Source: an optimization exercise on an open RTL-to-GDS flow (aim: small area, a short achievable clock period and few clock cycles per item). Production flows keep margins and buffers that such runs may drop. At most, simulation tests tie the RTL to the original design; equivalence was not proved. Power figures rest on the tool's default switching activity, not on a simulated workload.

// lamp_ctrl
module lamp_ctrl (
    input  wire        clk,
    input  wire        rst,
    input  wire        cmd_valid,
    output wire        cmd_ready,
    input  wire [3:0]  cmd_op,
    input  wire [7:0]  cmd_a,
    input  wire [7:0]  cmd_b,
    input  wire [7:0]  cmd_c,
    input  wire [15:0] cmd_m,
    input  wire [31:0] cmd_t,
    output reg         rsp_valid,
    output reg  [15:0] rsp_data
);
    localparam OP_SET_LAMP   = 4'd0;
    localparam OP_READ_STATE = 4'd1;
    localparam OP_READ_DIM   = 4'd2;
    localparam OP_READ_FLASH = 4'd3;
    localparam OP_OFF_ALL    = 4'd4;
    localparam OP_FLASH_ALL  = 4'd5;
    localparam OP_SET_DIV    = 4'd6;
    localparam OP_APPLY      = 4'd7;
    localparam OP_STROBE     = 4'd8;
    localparam OP_LOAD_CYCLE = 4'd9;
    reg  [63:0]  st;         
    reg  [63:0]  dm1;        
    reg  [63:0]  dm2;        
    reg  [511:0] fp;         
    reg  [7:0]   div1, div2;
    reg  [2:0]   bank;
    reg  [31:0]  cycle;
    reg  [7:0]   r1;         
    reg  [7:0]   r2;         
    reg rst_q;
    reg         ready_q;
    reg         c_valid;
    reg  [3:0]  c_op;
    reg  [9:0]  c_fop;       
    reg         c_setok;     
    reg         c_divok;     
    reg  [7:0]  c_abank;     
    reg  [7:0]  c_abit;      
    reg  [7:0]  c_a, c_b;
    reg         c_bz;        
    reg         c_c1, c_c2;  
    reg  [7:0]  c_l;         
    reg  [7:0]  c_qh;        
    reg  [5:0]  c_rh;        
    reg         c_m0;        
    reg         c_mlo;       
    reg         c_mhi;       
    reg  [31:0] c_t;
    assign cmd_ready = ready_q;
    wire accept   = cmd_valid && ready_q;
    wire multi_in = (cmd_op == OP_FLASH_ALL) || (cmd_op == OP_APPLY);
    wire strb_in  = (cmd_op == OP_STROBE);
    reg          m_apply;    
    reg          m_mod;      
    reg          first;      
    reg  [1:0]   prep;       
  ...
Size: ~6500 cells after synthesis, ~97 I/O pins, ~70000 sq um of cells after synthesis.
Settings: LEC_CHECK=0, CAP_MARGIN=20, CORE_MARGIN=2, CORE_UTILIZATION=60, SLEW_MARGIN=20; clock period 12.0 ns.
run.sh (not shown) runs the stock make flow with config.mk's settings and CLKGATE_MAP_FILE= SYNTH_SCRIPT=/design/flow/synth_recipe.tcl, a recipe that flattens the netlist after the stock synthesis.
Change:
--- a/flow/design.v
+++ b/flow/design.v
@@ -381,19 +381,19 @@
     wire [63:0] rest = pend & ~match;
     wire [63:0] w_hit;
     wire [63:0] nz_eff;
     generate
         for (gi = 0; gi < 64; gi = gi + 1) begin : g_w
             assign w_hit[gi]  = w_v && w_bank[gi / 8] && w_bit[gi % 8];
             assign nz_eff[gi] = w_hit[gi] ? (w_fu != 8'd0) : nz[gi];
         end
     endgenerate
-    wire [63:0] pe_in = (m_apply && !tail) ? rest : nz_eff;
+    wire [63:0] pe_in = m_apply ? rest : nz_eff;
     wire        pe_any;
     wire [5:0]  pe_idx;
     lamp_pe64 u_pe (.v(pe_in), .any(pe_any), .idx(pe_idx));
     wire [7:0] fp_rd  = fp[8*fsel +: 8];
     wire        t50_wr = x_fall || x_apply ||
                          (m_apply && first && !tail && (prep != 2'd0 || acnt <= 3'd3));
     wire [14:0] t50_qs  = t50_tab(r50);         
     wire [3:0]  t50_t   = t50_thr(r50);         
     wire [6:0]  t50_u   = {1'b0, t50_qs[6:1]} + {3'b000, c_t[27:24]};
@@ -422,41 +422,40 @@
         if (accept && (multi_in || (strb_in && mod_next)))
             ready_n = 1'b0;
         else if (stall)
             ready_n = mod_end && (c_op == OP_STROBE);
         else if (x_apply || x_fall)
             ready_n = 1'b0;
         else if (m_apply && prep == 2'd1)
             ready_n = !fallp && !more;
         else if (m_apply)
-            ready_n = tail || (prep == 2'd0 && acnt >= 3'd5 && !more);
+            ready_n = tail || (round_end && !more);
         else
             ready_n = 1'b1;
     end
     wire        clr_all = rst_q || x_off;
     wire        set_any = x_set && !clr_all;
-    wire [63:0] wbm     = {64{wbp}} & pend & match;
-    wire [63:0] st_eff  = (st & ~wbm) | (wbm & {64{~par}});
+    wire        st_wd   = clr_all || (set_any ? c_bz : ~par);
     wire        dm1_wd  = set_any && c_c1;
     wire        dm2_wd  = set_any && c_c2;
     wire [7:0]  fp_wd   = clr_all ? 8'd0 : x_fall ? 8'd10 : w_fu;
     wire [63:0] sel_l;
     generate
         for (gi = 0; gi < 64; gi = gi + 1) begin : g_sel
             assign sel_l[gi] = x_set && c_abank[gi / 8] && c_abit[gi % 8];
         end
     endgenerate
-    wire [63:0] st_en   = {64{clr_all}} | sel_l | wbm;
+    wire [63:0] st_en   = {64{clr_all}} | sel_l | ({64{wbp}} & pend & match);
     wire [63:0] dm_en   = {64{clr_all || x_fall}} | sel_l;
     wire [63:0] fp_en   = {64{clr_all || x_fall}} | w_hit;
     wire [63:0] pd_en   = {64{go}} | ({64{wbp}} & match);
     wire [63:0] pd_wd   = {64{go}} & ({64{x_fall}} | nz_eff);
-    wire [63:0] lit = st_eff | ({64{r1 != 8'd0}} & dm1) | ({64{r2 != 8'd0}} & dm2);
+    wire [63:0] lit = st | ({64{r1 != 8'd0}} & dm1) | ({64{r2 != 8'd0}} & dm2);
     wire [7:0]  v   = lit[8*bank +: 8];
     wire [7:0] r1_inc = r1 + 8'd1;
     wire [7:0] r2_inc = r2 + 8'd1;
     wire       wrap   = &cycle;
     wire w_rd_hit = w_v && |(w_bank & c_abank) && |(w_bit & c_abit);
     integer l;
     always @(posedge clk) begin
         rst_q <= rst;
         if (ready_q) begin
@@ -481,34 +480,34 @@
         end else if (t50_wr) begin
             c_t  <= c_t << 4;
         end
         c_valid <= !rst && (accept || stall);
         ready_q <= !rst && ready_n;
         rsp_valid <= c_valid && !stall && !rst;
         rsp_data  <= 16'd0;
         if (c_valid) begin
             case (c_op)
-            OP_READ_STATE: if (id_ok) rsp_data <= {15'd0, ~st_eff[c_a[5:0]]};
+            OP_READ_STATE: if (id_ok) rsp_data <= {15'd0, ~st[c_a[5:0]]};
             OP_READ_DIM:   if (id_ok) rsp_data <= {14'd0, dm2[c_a[5:0]], dm1[c_a[5:0]]};
             OP_READ_FLASH: if (id_ok) rsp_data <= {8'd0, w_rd_hit ? w_fu : fp_rd};
             OP_STROBE:     rsp_data <= {5'd0, bank, v};
             default:       rsp_data <= 16'd0;
             endcase
         end
         w_v <= !rst && set_any;
         if (set_any) begin
             w_fu   <= fu;
             w_bank <= c_abank;
             w_bit  <= c_abit;
         end
         match <= match_d;
         for (l = 0; l < 64; l = l + 1) begin
-            if (st_en[l])  st[l]        <= clr_all || (sel_l[l] ? c_bz : ~par);
+            if (st_en[l])  st[l]        <= st_wd;
             if (dm_en[l])  dm1[l]       <= dm1_wd;
             if (dm_en[l])  dm2[l]       <= dm2_wd;
             if (fp_en[l])  fp[8*l +: 8] <= fp_wd;
             if (pd_en[l])  pend[l]      <= pd_wd[l];
         end
         if (ready_q)
             r50 <= {2'b00, cmd_t[31:28]};
         else if (t50_wr)
             r50 <= r50_out;
Sequential cell count stays the same.
Die area fell by 2.1%.
Cell count falls by 4.7%.
Utilization decreases by 0.25 points.
First-iteration DRC count rose by 7.0%.
Total power barely changes.
Setup slack gains 0.035 ns.
Clock power is about the same.
Critical path depth does not change.
Testbench counts after the change, summed over its fixed seeds: cycles 12,112, items 3,200.
The RTL of the first run of this note was laid out without a check of its function.

== zinc ==
Another version of the RTL of lamp_ctrl (not shown whole).
For scale: about 7000 cells after synthesis.
// lamp_ctrl
module lamp_ctrl (
    input  wire        clk,
    input  wire        rst,
    input  wire        cmd_valid,
    output wire        cmd_ready,
    input  wire [3:0]  cmd_op,
    input  wire [7:0]  cmd_a,
    input  wire [7:0]  cmd_b,
    input  wire [7:0]  cmd_c,
    input  wire [15:0] cmd_m,
    input  wire [31:0] cmd_t,
    output reg         rsp_valid,
    output reg  [15:0] rsp_data
);
Settings: LEC_CHECK=0, CAP_MARGIN=20, CORE_MARGIN=2, CORE_UTILIZATION=60, CTS_BUF_LIST=sky130_fd_sc_hd__clkbuf_4 sky130_fd_sc_hd__clkbuf_8, SLEW_MARGIN=20; clock period 12.0 ns.
Testbench counts of zinc, summed over its fixed seeds: cycles 10,866, items 3,200.
> inputs changed (zinc -> umber)
diff --git a/flow/design.v b/flow/design.v
--- a/flow/design.v
+++ b/flow/design.v
@@ -346,26 +346,27 @@
     generate
         for (gi = 0; gi < 64; gi = gi + 1) begin : g_w
             assign w_hit[gi]  = w_v && w_bank[gi / 8] && w_bit[gi % 8];
             assign nz_eff[gi] = w_hit[gi] ? w_nz : nz[gi];
         end
     endgenerate
     wire [63:0] pe_in = (m_apply && !tail) ? rest : nz_eff;
     wire [63:0] pe_low;      
     lamp_pfx64 u_pfx (.v(pe_in), .o(pe_low));
     wire [63:0] pe_oh  = pe_in & ~pe_low;
     wire        pe_any = pe_low[63] | pe_in[63];
+    wire        rf_in = (cmd_op == OP_READ_FLASH);
     wire [63:0] a_oh;
     generate
         for (gi = 0; gi < 64; gi = gi + 1) begin : g_aoh
-            assign a_oh[gi] = (cmd_a[5:3] == gi / 8) && (cmd_a[2:0] == gi % 8);
+            assign a_oh[gi] = rf_in && (cmd_a[5:3] == gi / 8) && (cmd_a[2:0] == gi % 8);
         end
     endgenerate
     reg  [7:0] fp_rd;
     integer fj;
     always @(*) begin
         fp_rd = 8'd0;
         for (fj = 0; fj < 64; fj = fj + 1)
             fp_rd = fp_rd | ({8{fsel[fj]}} & fp[8*fj +: 8]);
     end
     wire        t50_wr = x_fall || x_apply ||
                          (m_apply && first && !tail && !lstall && (prep != 2'd0 || acnt <= 3'd4));
@@ -500,24 +501,23 @@
         else if (m_mod)
             Q <= Q << 4;
         else if (go)
             Q <= {q50, Q[27:0]};
         else if (m_apply && prep == 2'd1)
             Q <= {Q[31:28], q50, Q[23:0]};
         else if (skipn)
             Q <= {Q[23:4], Q[31:24], Q[3:0]};
         else if (!lstall)
             Q <= {Q[27:24], (t50_wr ? q50 : Q[23:20]), Q[19:4], Q[31:28], Q[3:0]};
         P_cmp <= M1;
-        fsel  <= (accept && cmd_op == OP_READ_FLASH) ? a_oh :
-                 x_fall ? 64'd1 : pe_oh;
+        fsel  <= ready_q ? a_oh : x_fall ? 64'd1 : pe_oh;
         if (mod_start)
             P_nx <= c_divok ? c_a : div1;
         else if (mprep)
             P_nx <= div2;
         else if (!m_mod)
             P_nx <= fp_rd;
         more  <= pe_any;
         if (m_pre) begin
             M1  <= fp_rd;
             M3  <= 10'h3FF;
             M5  <= 11'h7FF;
Results
Of umber and zinc, the higher slew at the pin with the worst max-slew slack belongs to umber.
Delta (umber minus zinc): number of instances in the synthesized netlist up 46; slack of the critical path went down; netlist area before placement grew by 240 µm²; post-detailed-routing wire length went up by about 1.9%.
Compared with zinc, in umber setup slack on the worst flop-to-flop path -140 ps; latest clock arrival within the worst-skew pair comparable; worst-case vdd ir drop went down by about 12%.
Testbench counts of umber, summed over its fixed seeds: cycles 10,866, items 3,200.

== 10-17 ==
lamp_ctrl, a different RTL version from the one above (not shown whole).
For scale: about 1,200 flip-flops.
Design lamp_ctrl, start of the top module:
module lamp_ctrl (
    input  wire        clk,
    input  wire        rst,
    input  wire        cmd_valid,
    output wire        cmd_ready,
    input  wire [3:0]  cmd_op,
    input  wire [7:0]  cmd_a,
    input  wire [7:0]  cmd_b,
    input  wire [7:0]  cmd_c,
    input  wire [15:0] cmd_m,
    input  wire [31:0] cmd_t,
    output reg         rsp_valid,
    output reg  [15:0] rsp_data
);
make LEC_CHECK=0 CAP_MARGIN=20 CORE_MARGIN=2 CORE_UTILIZATION=60 SLEW_MARGIN=20 finish   # period 12.0 ns
Input changes introduced in 10-07 (baseline for comparison: 10-17):
diff --git a/flow/design.v b/flow/design.v
--- a/flow/design.v
+++ b/flow/design.v
@@ -411,21 +411,20 @@
     wire mod_half  = m_mod && (mcnt == 3'd7);
     wire mod_end   = mod_half && mph;
     wire mod_start = x_div || x_load;
     wire mod_next  = mod_start || (m_mod && !mod_end);
     wire go        = x_fall || x_apply;
     wire        div_ok   = c_valid && c_divok;
     wire        m_pre   = m_apply && (prep == 2'd1);
     wire        m_first = m_apply && (prep == 2'd0) && mfix;
     wire        m_load  = mod_start || mod_half || m_first || round_end;
     wire        lstall  = m_first && !tail && (acnt == 3'd0) && (M1[7:3] == 5'd0);
-    wire        skipn   = round_end && more && (P_nx[7:3] != 5'd0);
     wire [7:0]  m_src   = mod_start ? (c_divok ? c_a : div1) : P_nx;
     wire [11:0] m_d     = {4'd0, m_src};
     reg ready_n;
     always @(*) begin
         if (accept && (multi_in || (strb_in && mod_next)))
             ready_n = 1'b0;
         else if (stall)
             ready_n = mod_end && (c_op == OP_STROBE);
         else if (x_apply || x_fall)
             ready_n = 1'b0;
@@ -522,22 +521,20 @@
         if (mod_start)
             Q <= x_load ? c_t : cycle;
         else if (mod_half)
             Q <= cycle;
         else if (m_mod)
             Q <= Q << 4;
         else if (go)
             Q <= {q50, Q[27:0]};
         else if (m_apply && prep == 2'd1)
             Q <= {Q[31:28], q50, Q[23:0]};
-        else if (skipn)
-            Q <= {Q[23:4], Q[31:24], Q[3:0]};
         else if (!lstall)
             Q <= {Q[27:24], (t50_wr ? q50 : Q[23:20]), Q[19:4], Q[31:28], Q[3:0]};
         P_cmp <= M1;
         fsel  <= (accept && cmd_op == OP_READ_FLASH) ? cmd_a[5:0] : pe_idx;
         if (mod_start)
             P_nx <= c_divok ? c_b : div2;
         else if (!m_mod)
             P_nx <= fp_rd;
         more  <= pe_any;
         if (m_pre) begin
@@ -580,22 +577,22 @@
                 acnt    <= 3'd0;
                 RA      <= 8'd0;
                 mfix    <= 1'b1;
                 if (!fallp && !more)
                     m_apply <= 1'b0;
             end else if (tail) begin
                 m_apply <= 1'b0;
                 tail    <= 1'b0;
             end else if (round_end) begin
                 first   <= 1'b0;
-                acnt    <= skipn ? 3'd1 : 3'd0;
-                RA      <= skipn ? {4'b0000, Q[27:24]} : 8'd0;
+                acnt    <= 3'd0;
+                RA      <= 8'd0;
                 tail    <= !more;
             end else if (lstall) begin
                 mfix    <= 1'b0;
             end else begin
                 mfix    <= 1'b0;
                 acnt    <= acnt + 3'd1;
                 RA      <= rA_out;
             end
         end
         if (rst) begin
### Flow results
Compared 10-07 vs 10-17, and net load switching power is up in 10-07. Going from 10-17 to 10-07, fraction of standard cell area in multi-input logic shrinks by 0.51 points. 10-07 vs. 10-17: total length of routed wires decreased 3.4%; post-route clock period utilization lower; combinational share of power went up; layout buffer count excluding clock buffers rose by 5; first-iteration DRC count now smaller. Compared with 10-17, in 10-07 non-filler instance count after layout fell 60; highest clock rate went up.
No run of this note included a check of the RTL's function; only the layout flow was run.

static timing again, ports no longer ideal:
Ports are ideal in the flow. The routed layouts listed here were re-timed in OpenROAD. Step 1 sets driving cells, clkbuf_16 on the clock port and buf_2 on the other inputs (assumed; they add their load-dependent delay and slew). Step 2 moves the port delays by t, midway between the first and last clock arrival at a register: inputs arrive t later, outputs are due t later. That takes back most of the time a late clock gives input paths. a / b / c = ideal ports / drivers / drivers and shift; a / b = the first two.
run	t, ns	setup WS [ns]	worst hold slack (ns)	clock arrival spread, ns	slew at the worst register clock pin (ns)
the first run of note 1	0.847	6.988 / 6.988 / 6.818	0.389 / 0.389 / 0.389	0.057 / 0.058	0.07 / 0.07
the second run of note 1	0.835	7.023 / 7.023 / 6.602	0.373 / 0.373 / 0.373	0.038 / 0.037	0.07 / 0.07
zinc	1.058	7.337 / 7.337 / 6.591	0.393 / 0.393 / 0.393	0.072 / 0.072	0.08 / 0.08
umber	1.030	7.197 / 7.197 / 6.872	0.387 / 0.387 / 0.387	0.084 / 0.084	0.07 / 0.07
10-17	0.859	6.953 / 6.953 / 6.751	0.393 / 0.393 / 0.393	0.044 / 0.045	0.07 / 0.07
10-07	0.847	7.118 / 7.043 / 6.650	0.406 / 0.406 / 0.406	0.045 / 0.046	0.07 / 0.07
After both steps every run listed still meets setup and hold. The setup slack of zinc, which loses most, moves by 0.000 ns with the drivers and by -0.746 ns with both steps.
